Source: an optimization exercise on an open RTL-to-GDS flow (aim: small area, a short achievable clock period and few clock cycles per item). Production flows keep margins and buffers that such runs may drop.
Function was checked by simulation only, so behaviour that the tests miss may differ from the original.

// yrc_canny_px
module yrc_canny_px #(
    parameter IN_REG = 1
) (
    input  wire         clk,
    input  wire         rst,          
    input  wire         in_valid,
    output wire         in_ready,
    input  wire [199:0] in_win,       
    input  wire [3:0]   in_border,    
    output wire         out_valid,
    input  wire         out_ready,
    output wire [10:0]  out_mag,
    output wire [1:0]   out_sector,   
    output wire [1:0]   out_class     
);
==> flow/config.mk <==
export PLATFORM = sky130hd
export DESIGN_NAME = yrc_canny_px
export DESIGN_NICKNAME = yrc_canny_px
export VERILOG_FILES = /design/flow/design.v
export SDC_FILE = /design/flow/constraint.sdc
export NUM_CORES = 4
export LEC_CHECK = 0
export ABC_AREA = 1
export CAP_MARGIN = 20
export CORE_MARGIN = 2
export CORE_UTILIZATION = 40
export CTS_CLUSTER_DIAMETER = 100
export CTS_CLUSTER_SIZE = 20
export SLEW_MARGIN = 20
export SYNTH_HIERARCHICAL = 1
==> flow/constraint.sdc <==
create_clock -name core_clock -period 17.0 [get_ports {clk}]
set_input_delay 3.4000 -clock core_clock [delete_from_list [all_inputs] [get_ports {clk}]]
set_output_delay 3.4000 -clock core_clock [all_outputs]
set_load 0.01 [all_outputs]
run.sh (not shown) runs the stock make flow with config.mk's settings and CLKGATE_MAP_FILE= SYNTH_SCRIPT=/design/flow/synth_recipe.tcl, a recipe that flattens the netlist after the stock synthesis.
The baseline ran to the end with no violations.
Testbench counts at the start, summed over its fixed seeds: cycles 12,016, items 12,000.
Then changed:
--- a/flow/config.mk
+++ b/flow/config.mk
@@ -11,3 +11,3 @@
-export CORE_UTILIZATION = 40
-export CTS_CLUSTER_DIAMETER = 100
-export CTS_CLUSTER_SIZE = 20
+export CORE_UTILIZATION = 55
+export CTS_BUF_LIST = sky130_fd_sc_hd__clkbuf_8
+export CTS_CLUSTER_SIZE = 30
The changed run passed the timing, design-rule and antenna checks; via count grows by 6.4%; design area goes up by 2.0%; maximum frequency is lower by 2.5%; clock-buffer cell count increases by 78; core utilization went up by 18 points; sequential share of layout area falls by 0.64 points.
Then changed:
--- a/flow/config.mk
+++ b/flow/config.mk
@@ -11,3 +11 @@
-export CORE_UTILIZATION = 55
-export CTS_BUF_LIST = sky130_fd_sc_hd__clkbuf_8
-export CTS_CLUSTER_SIZE = 30
+export CORE_UTILIZATION = 40
Effect: Synthesized area does not change. Cell area increases by 1.4%. Sequential share of layout area decreases by 0.42 points. Die area increases by 37%. Synthesized cell count stays the same. Cell count increases by 5.2%. Utilization decreases by 17 points. Wire length decreases by 5.4%. Critical path depth stays the same.
Then changed:
==> flow/flow/run.sh (new file) <==
#!/bin/bash
export SETUP_SLACK_MARGIN=11.5
export BUFFER_PORTS_ARGS="-buffer_cell sky130_fd_sc_hd__buf_1"
bash standard.sh > standard.log 2>&1
==> flow/standard.sh (new file) <==
#!/bin/bash
# synth_recipe.tcl (not shown) runs the flow's synth.tcl, then flattens the netlist and writes it again
# the make line also repeats each setting of config.mk as NAME=value (left out here)
make -C /OpenROAD-flow-scripts/flow DESIGN_CONFIG=/design/flow/config.mk WORK_HOME=/design/flow/orfs CLKGATE_MAP_FILE= SYNTH_SCRIPT=/design/flow/synth_recipe.tcl "${@:-finish}"
--- a/flow/config.mk
+++ b/flow/config.mk
@@ -11 +11,3 @@
-export CORE_UTILIZATION = 40
+export CORE_UTILIZATION = 35
+export CTS_CLUSTER_DIAMETER = 100
+export CTS_CLUSTER_SIZE = 20
removed: flow/run.sh
The new run completed with no timing, DRC or antenna violations.
Die area climbs by 14%.
Global-route usage drops by 2.6 points.
Final area drops by 2.9%.
Wire length climbs by 2.5%.
Synthesized cell count does not change.
Non-clock buffer count climbs by 60.
Setup slack improves by 0.86 ns.
Critical path depth climbs by 7.
Count of clock-buffer cells in the layout drops by 43.
Worst hold slack improves by 0.0047 ns.
Then changed:
--- a/flow/config.mk
+++ b/flow/config.mk
@@ -11 +11 @@
-export CORE_UTILIZATION = 35
+export CORE_UTILIZATION = 40
What happened: The new run completed without violations; cell area fell by 0.71%; global-route usage rises by 2.1 points; setup slack improves by 0.086 ns.

port drivers added, routing unchanged:
Ports are ideal in the flow. The routed layouts listed here were re-timed in OpenROAD. Step 1, drivers: a clkbuf_16 drives clk and a buf_2 each remaining input, both assumed. Step 2 moves the port delays by t, midway between the first and last clock arrival at a register: inputs arrive t later, outputs are due t later. That takes back most of the time a late clock gives input paths. a / b / c = ideal / step 1 / step 2; a / b = the first two.
run	t, ns	slack for setup (ns)	latest minus earliest clock arrival (ns)	worst slew at a driven data input, ns
the first run	0.639	10.685 / 10.625 / 11.078	0.048 / 0.047	0.06
the second run	0.764	10.523 / 10.461 / 10.840	0.045 / 0.045	0.06
the third run	0.708	10.589 / 10.529 / 11.051	0.074 / 0.074	0.07
the fourth run	0.639	11.447 / 11.447 / 11.447	0.034 / 0.035	0.07
the fifth run	0.639	11.533 / 11.533 / 11.533	0.048 / 0.047	0.08
After both steps setup and hold are still met in every run listed.
